Context: an optimization exercise on an open-source flow, tuned for small area. The choices shown serve that exercise and are no tape-out recipe. At most, simulation tests tie the RTL to the original design; equivalence was not proved.

run A:
==> flow/design.v <==
module jexb_crc_upd (
    input  wire [15:0] crc,
    input  wire [7:0]  data,
    output wire [15:0] crc_next
);
    wire [7:0]  d1 = data ^ crc[7:0];
    wire [7:0]  d2 = d1 ^ {d1[3:0], 4'b0000};
    wire [15:0] t1 = {d2, crc[15:8]};
    wire [15:0] t2 = {12'h000, d2[7:4]};
    wire [15:0] t3 = {5'b00000, d2, 3'b000};
    assign crc_next = t1 ^ t2 ^ t3;
endmodule
module jexb_fa #(
    parameter [7:0] START_MARKER = 8'h3E,
    parameter [7:0] RC_TYPE      = 8'h31
) (
    input  wire        clk,
    input  wire        rst,
    input  wire        rx_valid,
    input  wire [7:0]  rx_data,
    input  wire [1:0]  c_op,
    input  wire [7:0]  c_idx,
    input  wire [15:0] c_mid,
    output wire        c_ready,
    output wire        c_fs_clear,
    output wire        c_baud_toggle,
    output wire [15:0] c_val,
    output wire [4:0]  nchan
);
    localparam integer CAP       = 70;
    localparam integer NCHAN     = 16;
    localparam [10:0]  JUNK_BASE = 11'd23;    
    assign nchan = NCHAN[4:0];
    reg [7:0]  hi_q [0:NCHAN-1];    
    reg [7:2]  lo_q [0:NCHAN-1];    
    reg [6:0]  pos_q;               
    reg [6:0]  len_q;               
    reg [15:0] crc_q;               
    reg        done_q;
    reg        baudok_q;
    reg [10:0] junk_q;              
    reg        ready_q;
    reg        toggle_q;
    reg        rd_q;                
    reg        md_q;                
    reg [15:0] arg_q;               
    wire        begun     = |pos_q;
    wire        is_marker = (rx_data == START_MARKER);
    wire        store     = rx_valid && (begun || is_marker);
    wire        junk_byte = rx_valid && !begun && !is_marker;
    wire [6:0]  p_next    = pos_q + 7'd1;
    wire [15:0] crc_out;
    jexb_crc_upd u_crc (
        .crc      (begun ? crc_q : 16'h0000),
        .data     (rx_data),
        .crc_next (crc_out)
    );
    wire at_len     = (pos_q == 7'd2);
    wire abort_len  = at_len && ((rx_data > CAP) || (rx_data < 8'd3));
    wire abort_type = (pos_q == 7'd4) && (rx_data != RC_TYPE);
    wire hit_len    = at_len ? (rx_data == 8'd3) :
                      ((pos_q > 7'd2) && (p_next == len_q));
    wire complete   = store && !abort_len && !abort_type && hit_len;
    wire crc_ok     = (crc_out == 16'h0000);
    wire good       = complete && crc_ok;
    wire bad        = complete && !crc_ok;
    wire stay       = store && !abort_len && !abort_type && !hit_len;
    wire        junk_over = junk_q[10];
    wire [10:0] junk_sum  = junk_q + {4'd0, bad ? pos_q : 7'd0} + 11'd1;
    wire [10:0] junk_rx   = (!junk_over && (junk_byte || bad)) ? junk_sum : junk_q;
    wire done_rx   = good ? 1'b1 : ((store && !begun) ? 1'b0 : done_q);
    wire baudok_rx = baudok_q || good;
    wire is_poll = (c_op == 2'b01);
    wire is_rdch = (c_op == 2'b10);
    wire toggle  = is_poll && !baudok_rx && junk_rx[10];
    wire use_mid = (c_idx[7:4] != 4'd0) || !baudok_rx;
    wire [7:0] wdata = rst ? 8'h00 : rx_data;
    integer i;
    always @(posedge clk) begin
        for (i = 0; i < NCHAN; i = i + 1) begin
            if (rst || (store && pos_q == 6 + 2 * i))
                lo_q[i] <= wdata[7:2];
            if (rst || (store && pos_q == 7 + 2 * i))
                hi_q[i] <= wdata;
        end
    end
    always @(posedge clk) begin
        if (at_len)
            len_q <= rx_data[6:0];
        if (store)
            crc_q <= crc_out;
        arg_q <= use_mid ? c_mid : {c_mid[15:4], c_idx[3:0]};
    end
    always @(posedge clk) begin
        if (rst) begin
            pos_q    <= 7'd0;
            done_q   <= 1'b0;
            baudok_q <= 1'b0;
            junk_q   <= JUNK_BASE;
            ready_q  <= 1'b0;
            toggle_q <= 1'b0;
            rd_q     <= 1'b0;
            md_q     <= 1'b0;
        end else begin
            if (toggle || (store && !stay))
                pos_q <= 7'd0;
            else if (store)
                pos_q <= p_next;
            done_q   <= is_poll ? 1'b0 : done_rx;
            baudok_q <= baudok_rx;
            junk_q   <= toggle ? JUNK_BASE : junk_rx;
            ready_q  <= is_poll && done_rx;
            toggle_q <= toggle;
            rd_q     <= is_rdch && !use_mid;
            md_q     <= is_rdch && use_mid;
        end
    end
    assign c_ready       = ready_q;
    assign c_fs_clear    = ready_q;
    assign c_baud_toggle = toggle_q;
    wire [13:0] chsel;
    wire [15:0] sel;
    wire [13:0] row [0:NCHAN-1];
    genvar g, b;
    generate
        for (g = 0; g < NCHAN; g = g + 1) begin : g_sel
            assign sel[g] = (arg_q[3:0] == g);
            assign row[g] = {hi_q[g], lo_q[g]} & {14{sel[g]}};
        end
        for (b = 0; b < 14; b = b + 1) begin : g_bit
            wire o0 = row[0][b]  | row[1][b]  | row[2][b];
            wire o1 = row[3][b]  | row[4][b]  | row[5][b];
            wire o2 = row[6][b]  | row[7][b]  | row[8][b];
            wire o3 = row[9][b]  | row[10][b] | row[11][b];
            wire o4 = row[12][b] | row[13][b] | row[14][b];
            wire o5 = row[15][b];
            assign chsel[b] = (o0 | o1 | o2) | (o3 | o4 | o5);
        end
    endgenerate
    wire [7:0] hi_sel = chsel[13:6];
    wire [7:2] lo_sel = chsel[5:0];
    wire [13:0] chval = {1'b0, hi_sel, lo_sel[7:3]} + {13'd0, lo_sel[2]};
    assign c_val = (md_q ? arg_q : 16'd0) | (rd_q ? {2'b00, chval} : 16'd0);
endmodule
==> flow/config.mk <==
export PLATFORM = sky130hd
export DESIGN_NAME = jexb_fa
export DESIGN_NICKNAME = jexb_fa
export VERILOG_FILES = /design/flow/design.v
export SDC_FILE = /design/flow/constraint.sdc
export NUM_CORES = 4
export LEC_CHECK = 0
export ABC_AREA = 1
export CAP_MARGIN = 20
export CORE_MARGIN = 2
export CORE_UTILIZATION = 70
export PLACE_DENSITY = 0.8
export SLEW_MARGIN = 20
==> flow/constraint.sdc <==
create_clock -name core_clock -period 10.0 [get_ports {clk}]
set_input_delay 2.0000 -clock core_clock [delete_from_list [all_inputs] [get_ports {clk}]]
set_output_delay 2.0000 -clock core_clock [all_outputs]
set_load 0.01 [all_outputs]
standard.sh (not shown) runs the stock make flow with config.mk's settings and CLKGATE_MAP_FILE= SYNTH_SCRIPT=/design/flow/synth_recipe.tcl, a recipe that flattens the netlist after the stock synthesis.
==> flow/flow/run.sh <==
#!/bin/bash
# Own layout flow: the standard flow, with
#  - synthesis: abc maps for area (flow/abc_area.script) instead of ORFS's
#    area script, which buffers and upsizes for a delay target;
#  - port buffers: the smallest buffer (buf_1) instead of clkdlybuf4s50_1;
#  - CTS: no dummy loads, clkbuf_8 buffers driving clusters of up to 16 sinks.
set -euo pipefail
WORK=$(pwd)
export FLOW_WORK=$WORK
export AREA_ABC_SCRIPT=$WORK/flow/abc_area.script
sed "s#SYNTH_SCRIPT=[^ ]*#SYNTH_SCRIPT=$WORK/flow/synth.tcl#" standard.sh > own_standard.sh
bash own_standard.sh synth > synth.log 2>&1
export BUFFER_PORTS_ARGS="-buffer_cell sky130_fd_sc_hd__buf_1"
export CTS_ARGS="-sink_clustering_enable -repair_clock_nets -dont_use_dummy_load -buf_list sky130_fd_sc_hd__clkbuf_8 -sink_clustering_size 16 -sink_clustering_max_diameter 60"
bash standard.sh > layout.log 2>&1
==> flow/flow/abc_area.script <==
strash
&get -n
&dch -f
&nf -R 1000
&put
strash
&get -n
&dch -f
&nf -R 1000
&put
strash
&get -n
&dch -f
&nf -R 1000
&put
topo
==> flow/flow/synth.tcl <==
# The standard flow's synthesis (synth_recipe.tcl) with abc's script replaced by an
# area-oriented one. Registers are mapped before abc runs, so they are the
# same as the standard synthesis gives.
proc abc {args} {
  set i [lsearch -exact $args -script]
  if { $i >= 0 } {
    lset args [expr { $i + 1 }] $::env(AREA_ABC_SCRIPT)
  }
  yosys abc {*}$args
}
source $::env(FLOW_WORK)/synth_recipe.tcl
Here is what was changed in the inputs of run B compared with run A.
--- a/flow/design.v
+++ b/flow/design.v
@@ -64,11 +64,11 @@
     wire crc_ok     = (crc_out == 16'h0000);
     wire good       = complete && crc_ok;
     wire bad        = complete && !crc_ok;
     wire stay       = store && !abort_len && !abort_type && !hit_len;
-    wire        junk_over = junk_q[10];
     wire [10:0] junk_sum  = junk_q + {4'd0, bad ? pos_q : 7'd0} + 11'd1;
-    wire [10:0] junk_rx   = (!junk_over && (junk_byte || bad)) ? junk_sum : junk_q;
+    wire [10:0] junk_rx   = (junk_byte || bad) ?
+                            {junk_q[10] | junk_sum[10], junk_sum[9:0]} : junk_q;
     wire done_rx   = good ? 1'b1 : ((store && !begun) ? 1'b0 : done_q);
     wire baudok_rx = baudok_q || good;
     wire is_poll = (c_op == 2'b01);
     wire is_rdch = (c_op == 2'b10);
@@ -123,9 +123,9 @@
     wire [13:0] row [0:NCHAN-1];
     genvar g, b;
     generate
         for (g = 0; g < NCHAN; g = g + 1) begin : g_sel
-            assign sel[g] = (arg_q[3:0] == g);
+            assign sel[g] = rd_q && (arg_q[3:0] == g);
             assign row[g] = {hi_q[g], lo_q[g]} & {14{sel[g]}};
         end
         for (b = 0; b < 14; b = b + 1) begin : g_bit
             wire o0 = row[0][b]  | row[1][b]  | row[2][b];
@@ -139,6 +139,6 @@
     endgenerate
     wire [7:0] hi_sel = chsel[13:6];
     wire [7:2] lo_sel = chsel[5:0];
     wire [13:0] chval = {1'b0, hi_sel, lo_sel[7:3]} + {13'd0, lo_sel[2]};
-    assign c_val = (md_q ? arg_q : 16'd0) | (rd_q ? {2'b00, chval} : 16'd0);
+    assign c_val = (md_q ? arg_q : 16'd0) | {2'b00, chval};
 endmodule
### Flow results
- Compared with run A, in run B non-clock buffer count went up, synthesized cell count has decreased.
- Max freq run A -> run B: improved
- Of run B and run A, the run reporting the lower footprint of the multi-input gates was run B.
- In the metrics for run B and run A, the one carrying the lower global-route wire length before repair is run B.
- Between run B and run A, the difference in portion of the layout cell area used by clock cells is negligible.
- The lower length of the first detailed-routing pass in iterations came out of run B.
- As far as cell count is concerned, run B and run A perform about the same.
No functional check of the RTL was part of run A.

[port drivers added, routing unchanged]
How much do the figures lean on ideal ports? The routed layouts below were timed once more, with nothing changed but the port constraints.
Step 1 assumes that a clkbuf_16 drives the clock port and a buf_2 every other input.
Step 2 moves the port delays by t, midway between the first and last clock arrival at a register: inputs arrive t later, outputs are due t later. That takes back most of the time a late clock gives input paths.
a / b / c = ideal / step 1 / step 2; a / b = the first two.
run | shift t [ns] | slack for setup (ns) | worst setup path at the end
run A | 0.566 | 2.950 / 2.909 / 3.296 | input to register
run B | 0.566 | 3.072 / 3.072 / 2.799 | input to register
After both steps every run listed still meets setup and hold. The setup slack of run B, which loses most, moves by 0.000 ns with the drivers and by -0.273 ns with both steps.
